What follows belongs to an exercise in optimizing a design on an open flow for small area, a short achievable clock period and few clock cycles per item; a production flow would make more cautious choices. In this exercise RTL edits were held to simulation tests only and were not proved equivalent to the original. Power and IR drop assume default switching activity.

==> flow/design.v (excerpt) <==
module mnet_rxv (
    input  wire        clk,
    input  wire        rst,
    input  wire        key_wr,
    input  wire [2:0]  key_len,
    input  wire [47:0] key_data,
    input  wire        line_rx_valid,
    output wire        line_rx_ready,
    input  wire [7:0]  line_rx_data,
    input  wire        rx_obf,
    output wire        resp_valid,
    input  wire        resp_ready,
    output wire [7:0]  resp_data,
    output wire        resp_last
);
Size in the first run: about 4100 cells after synthesis, ~76 I/O pins.
Settings: LEC_CHECK=0, ABC_CLOCK_PERIOD_IN_PS=2200, CAP_MARGIN=20, CORE_MARGIN=2, CORE_UTILIZATION=65, CTS_BUF_LIST=sky130_fd_sc_hd__clkbuf_8, SETUP_SLACK_MARGIN=2.8, SLEW_MARGIN=20; clock period 5.0 ns.
run.sh (not shown) runs the stock make flow with config.mk's settings and CLKGATE_MAP_FILE= SYNTH_SCRIPT=/design/flow/synth_recipe.tcl, a recipe that flattens the netlist after the stock synthesis.
Testbench counts at the start, summed over its fixed seeds: cycles 16,123, items 192.
Next try:
--- a/flow/config.mk
+++ b/flow/config.mk
@@ -11,3 +11,2 @@
 export CORE_UTILIZATION = 65
-export CTS_BUF_LIST = sky130_fd_sc_hd__clkbuf_8
 export SETUP_SLACK_MARGIN = 2.8
Result:
- global-route usage rises by 0.29 points
- total power is higher by 3.5%
- combinational power goes up by 7.3%
- cell count decreases by 3.7%
- worst hold slack improves by 0.028 ns
- fmax is higher by 1.9%
- clock power goes up by about 7%
- synthesized cell count stays the same
- die area does not change
- first-iteration DRC count rose by 7.1%
- utilization went up by 0.12 points


Another version of the RTL of mnet_rxv (not shown whole).
Size in the first run: ~4200 cells after synthesis, about 2600 flip-flops, roughly 76 I/O pins.
Settings: LEC_CHECK=0, ABC_CLOCK_PERIOD_IN_PS=2400, CAP_MARGIN=20, CORE_MARGIN=2, CORE_UTILIZATION=70, CTS_CLUSTER_DIAMETER=90, CTS_CLUSTER_SIZE=26, SETUP_SLACK_MARGIN=2.7, SLEW_MARGIN=20; clock period 5.0 ns.
Testbench counts at the start, summed over its fixed seeds: cycles 16,123, items 192.
==> next run, changes <==
Settings changed: CORE_UTILIZATION 70 to 65, CTS_CLUSTER_DIAMETER 90 to 100, CTS_CLUSTER_SIZE 26 to 30, SETUP_SLACK_MARGIN 2.7 to 2.65.
- setup slack gets better by 0.050 ns
- routed wire length decreases by 10%
- total power decreases by 2.0%
- worst hold slack is better by 0.0087 ns
- register-to-register slack gets better by 0.04 ns
- via count drops by 3.6%
- die area went up by 7.6%
- clock-buffer cell count goes down by 11
- flip-flop and latch count is unchanged
- synthesized area does not change
- utilization went down by 6.3 points


Setup of run a:
Another version of the RTL of mnet_rxv (not shown whole).
Size in the first run: ~4100 cells after synthesis, roughly 76 I/O pins, about 65000 um2 of cells after synthesis.
clock: 5.0 ns
lec_check: 0
abc_clock_period_in_ps: 2400
cap_margin: 20
core_margin: 2
core_utilization: 65
cts_cluster_diameter: 100
cts_cluster_size: 30
setup_slack_margin: 2.7
slew_margin: 20
Run a completed every stage of the flow, and the final layout passed the timing, DRC and antenna checks.
Testbench counts of run a, summed over its fixed seeds: cycles 16,123, items 192.
Input changes introduced in run b (baseline for comparison: run a):
Settings: swapping 2400 for 2300 in ABC_CLOCK_PERIOD_IN_PS; swapping 2.7 for 2.8 in SETUP_SLACK_MARGIN.
==> results.txt <==
All of run b and run a finish clean. The placed cell area on run a is in line with that on run b. Final worst-path cycle share ended up 0.78 points lower on run b than on run a. Global-route met1 utilization for run b: 0.17 points down relative to run a. For total power draw, run a and run b come out practically identical. Global-route usage, run b and run a: smaller value in run b. Between run b and run a, the post-route cell area figures differ only marginally. Run a has a higher routed via count divided by cell count than run b. First-pass detailed-route iteration total in run b vs run a: up 1.


mnet_rxv, a different RTL version from the one above (not shown whole).
For scale: ~4000 cells after synthesis, about 2600 flip-flops, roughly 76 I/O pins.
Settings: LEC_CHECK=0, ABC_CLOCK_PERIOD_IN_PS=2200, CAP_MARGIN=20, CORE_MARGIN=2, CORE_UTILIZATION=65, CTS_CLUSTER_DIAMETER=100, CTS_CLUSTER_SIZE=32, SETUP_SLACK_MARGIN=2.8, SLEW_MARGIN=20; clock period 5.0 ns.
Testbench counts at the start, summed over its fixed seeds: cycles 16,131, items 192.
Then changed:
CTS_CLUSTER_DIAMETER = not set   (was 100)
CTS_CLUSTER_SIZE = not set   (was 32)
Critical path depth does not change.
Clock skew rises by 0.023 ns.
Via count rose by 4.8%.
Count of clock-buffer cells in the layout is higher by 224.
Sequential power barely changes.
Routed wire length increases by 9.4%.
Hold slack is worse by 0.042 ns.
Area after synthesis does not change.


Another version of the RTL of mnet_rxv (not shown whole).
For scale: about 4,200 cells after synthesis, about 64,000 µm² of cells after synthesis.
==> flow/config.mk <==
export PLATFORM = sky130hd
export DESIGN_NAME = mnet_rxv
export DESIGN_NICKNAME = mnet_rxv
export VERILOG_FILES = /design/flow/design.v
export SDC_FILE = /design/flow/constraint.sdc
export NUM_CORES = 4
export LEC_CHECK = 0
export ABC_CLOCK_PERIOD_IN_PS = 2400
export CAP_MARGIN = 20
export CORE_MARGIN = 2
export CORE_UTILIZATION = 65
export CTS_CLUSTER_DIAMETER = 90
export CTS_CLUSTER_SIZE = 26
export SETUP_SLACK_MARGIN = 2.6
export SLEW_MARGIN = 20
==> flow/constraint.sdc <==
create_clock -name core_clock -period 5.0 [get_ports {clk}]
set_input_delay 1.0000 -clock core_clock [delete_from_list [all_inputs] [get_ports {clk}]]
set_output_delay 1.0000 -clock core_clock [all_outputs]
set_load 0.01 [all_outputs]
Testbench counts at the start, summed over its fixed seeds: cycles 16,123, items 192.
Then changed:
Settings changed: ABC_CLOCK_PERIOD_IN_PS 2400 to 2250, SETUP_SLACK_MARGIN 2.6 to 2.75.
Power is about the same.
Clock skew climbs by 0.0062 ns.
Utilization rose by 0.93 points.
Design area increases by 1.3%.
Hold slack gets worse by 0.0039 ns.
Count of clock-buffer cells in the layout drops by 1.
Fmax drops by 0.67%.
Wire length goes up by 1.3%.
Synthesized cell count is unchanged.
Then changed:
Settings changed: ABC_CLOCK_PERIOD_IN_PS 2250 to 2400, CTS_CLUSTER_DIAMETER 90 to 95, CTS_CLUSTER_SIZE 26 to 28, SETUP_SLACK_MARGIN 2.75 to 2.7.
The new run completed with no timing, DRC or antenna violations.
Core utilization shrinks by 0.59 points.
Total power went down by 0.72%.
Via count shrinks by 0.71%.
Synthesized cell count stays the same.
Register-to-register slack improved by 0.03 ns.
Clock-buffer cell count shrinks by 6.
Routed wire length is lower by 1.5%.


mnet_rxv, a different RTL version from the one above (not shown whole).
For scale: about 2600 flip-flops, roughly 76 I/O pins.
clock: 5.0 ns
lec_check: 0
abc_clock_period_in_ps: 2400
cap_margin: 20
core_margin: 2
core_utilization: 65
cts_cluster_diameter: 90
cts_cluster_size: 26
setup_slack_margin: 2.6
slew_margin: 20
The starting point finished with timing, DRC and antenna clean.
Testbench counts at the start, summed over its fixed seeds: cycles 16,131, items 192.
Change:
- ABC_CLOCK_PERIOD_IN_PS: 2400 -> 2200
- SETUP_SLACK_MARGIN: 2.6 -> 2.8
After rerunning: Global-route usage barely changes. Routed wire length increases by 1.6%. First-iteration DRC count increases by 12%. Sequential share of layout area decreases by 1.7 points. Non-clock buffer count increases by 73. Final area increases by 2.3%. Synthesized cell count stays the same. Setup slack improves by 0.017 ns. Total power increases by 0.37%. Die area does not change.


== v28 ==
mnet_rxv with an RTL version that a note above also has.
For scale: roughly 4200 cells after synthesis, about 2600 flip-flops, ~64000 sq um of cells after synthesis.
Settings: LEC_CHECK=0, ABC_CLOCK_PERIOD_IN_PS=2400, CAP_MARGIN=20, CORE_MARGIN=2, CORE_UTILIZATION=65, CTS_CLUSTER_DIAMETER=90, CTS_CLUSTER_SIZE=26, SETUP_SLACK_MARGIN=2.7, SLEW_MARGIN=20; clock period 5.0 ns.
Testbench counts of v28, summed over its fixed seeds: cycles 16,123, items 192.
diff inputs: v28 => v30
Settings: CORE_UTILIZATION changed from 65 to 62; CTS_CLUSTER_DIAMETER changed from 90 to 110; CTS_CLUSTER_SIZE changed from 26 to 30.
v30 ended up with a higher die extent in y than v28 did. In the flow results for v28 and v30, the setup slack of the critical path after layout is smaller on v30. Delta (v30 minus v28): layout-stage area growth over the synthesis result went down by 0.44 points, arrival time reported for the critical path endpoint went up by 0.06 ns, area of the mapped netlist did not really move. Route | v30 vs v28 | wire longer in v30. Delta (v30 minus v28): final cell count without fillers increased by 65 relative to the old numbers, static leakage shows a reduction of 0.69%. Delta (v30 minus v28): delay of the slowest cell on the worst path now sits higher; die boundary width now sits higher. Relative to v28, v30 improves tightest slew margin relative to the limit.
[inputs] v14 vs v30
Settings: swapping 110 for 100 in CTS_CLUSTER_DIAMETER; swapping 62 for 65 in CORE_UTILIZATION.
Notes after the runs:
- v14 went all the way through the flow, and no timing, DRC or antenna check failed.
- v14: met1 global-route usage 0.48 points above v30
- Routed wire in v14 totals less than in v30.
- v14 — final core utilization 2.8 points higher, v30 as reference
- Summary of v14 over v30: total of clock buffers placed in the layout up about 0.9%, switching component of the power up 0.49%, final design instance area without fill flat, count of hold-fix buffers inserted at cts flat.
- The internal portion of total power was comparable across v14 and v30.


JK:
Another version of the RTL of mnet_rxv (not shown whole).
Size: roughly 4200 cells after synthesis, about 2600 flip-flops, roughly 76 I/O pins, ~64000 µm² of cells after synthesis.
==> flow/config.mk <==
export PLATFORM = sky130hd
export DESIGN_NAME = mnet_rxv
export DESIGN_NICKNAME = mnet_rxv
export VERILOG_FILES = /design/flow/design.v
export SDC_FILE = /design/flow/constraint.sdc
export NUM_CORES = 4
export LEC_CHECK = 0
export ABC_CLOCK_PERIOD_IN_PS = 2300
export CAP_MARGIN = 20
export CORE_MARGIN = 2
export CORE_UTILIZATION = 65
export CTS_CLUSTER_DIAMETER = 100
export CTS_CLUSTER_SIZE = 30
export SETUP_SLACK_MARGIN = 2.8
export SLEW_MARGIN = 20
==> flow/constraint.sdc <==
create_clock -name core_clock -period 5.0 [get_ports {clk}]
set_input_delay 1.0000 -clock core_clock [delete_from_list [all_inputs] [get_ports {clk}]]
set_output_delay 1.0000 -clock core_clock [all_outputs]
set_load 0.01 [all_outputs]
Testbench counts of JK, summed over its fixed seeds: cycles 16,123, items 192.
[inputs] MS vs JK
# JK
export LEC_CHECK = 0
export ABC_CLOCK_PERIOD_IN_PS = 2300
export CAP_MARGIN = 20
export CORE_MARGIN = 2
export CORE_UTILIZATION = 65
export CTS_CLUSTER_DIAMETER = 100
export CTS_CLUSTER_SIZE = 30
export SETUP_SLACK_MARGIN = 2.8
export SLEW_MARGIN = 20
create_clock -name core_clock -period 5.0 [get_ports {clk}]
# MS
export LEC_CHECK = 0
export ABC_CLOCK_PERIOD_IN_PS = 2400
export CAP_MARGIN = 20
export CORE_MARGIN = 2
export CORE_UTILIZATION = 65
export CTS_CLUSTER_DIAMETER = 100
export CTS_CLUSTER_SIZE = 30
export SETUP_SLACK_MARGIN = 2.7
export SLEW_MARGIN = 20
create_clock -name core_clock -period 5.0 [get_ports {clk}]
Findings:
MS vs. JK: total power ~0 delta; clock-buffer cell count has increased; worst setup slack decreased by 0.035 ns relative to the old numbers; global-route wire length before repair dropped 0.97%.
The via count reported for MS is lower than the one for JK.
The final layout from MS, which completed every stage, passed the timing, DRC and antenna checks at the end of the flow.
Cmp MS vs JK: proportion of cell area occupied by registers higher in MS
Diff JK..MS | sequential cell area | negligible
Looking at final wirelength across MS and JK, the one that comes out higher is JK.

-- what the ideal ports hide --
No port has a modelled driver above. Below, the same layouts with a new extraction and two added sets of constraints. Step 1 sets driving cells, clkbuf_16 on the clock port and buf_2 on the other inputs (assumed; they add their load-dependent delay and slew). Step 2, shift: input delay + t, output delay - t, t = (earliest + latest rising clock arrival at the registers) / 2. This alone moves slack from input paths to output paths. Three values: no drivers, after step 1, after step 2; two values: the first two.
run	t, ns	setup WS [ns]	slew at the worst register clock pin (ns)
the first run of note 1	0.999	1.992 / 1.992 / 1.992	0.08 / 0.08
the second run of note 1	0.848	2.050 / 2.050 / 2.050	0.07 / 0.07
the first run of note 2	0.805	2.537 / 2.462 / 1.993	0.11 / 0.11
the second run of note 2	0.780	2.588 / 2.519 / 2.033	0.12 / 0.12
run a	0.786	2.223 / 2.223 / 2.045	0.12 / 0.12
run b	0.790	2.262 / 2.262 / 1.792	0.12 / 0.12
the first run of note 4	0.780	2.203 / 2.203 / 1.842	0.12 / 0.12
the second run of note 4	0.853	2.213 / 2.213 / 1.431	0.07 / 0.07
the first run of note 5	0.795	2.645 / 2.616 / 2.011	0.11 / 0.11
the second run of note 5	0.800	2.629 / 2.622 / 2.087	0.11 / 0.11
the third run of note 5	0.780	2.657 / 2.657 / 2.137	0.11 / 0.11
the first run of note 6	0.792	2.603 / 2.603 / 1.912	0.11 / 0.11
the second run of note 6	0.790	2.619 / 2.619 / 2.131	0.11 / 0.11
v28	0.795	2.655 / 2.586 / 2.061	0.11 / 0.11
v30	0.777	2.591 / 2.518 / 2.089	0.12 / 0.12
v14	0.776	2.672 / 2.603 / 2.062	0.12 / 0.12
JK	0.786	2.581 / 2.581 / 2.161	0.12 / 0.12
MS	0.774	2.547 / 2.547 / 2.083	0.12 / 0.12
After both steps every run listed still meets setup and hold. For the second run of note 4, which loses most, drivers alone change the setup slack by 0.000 ns; drivers and shift together by -0.782 ns.
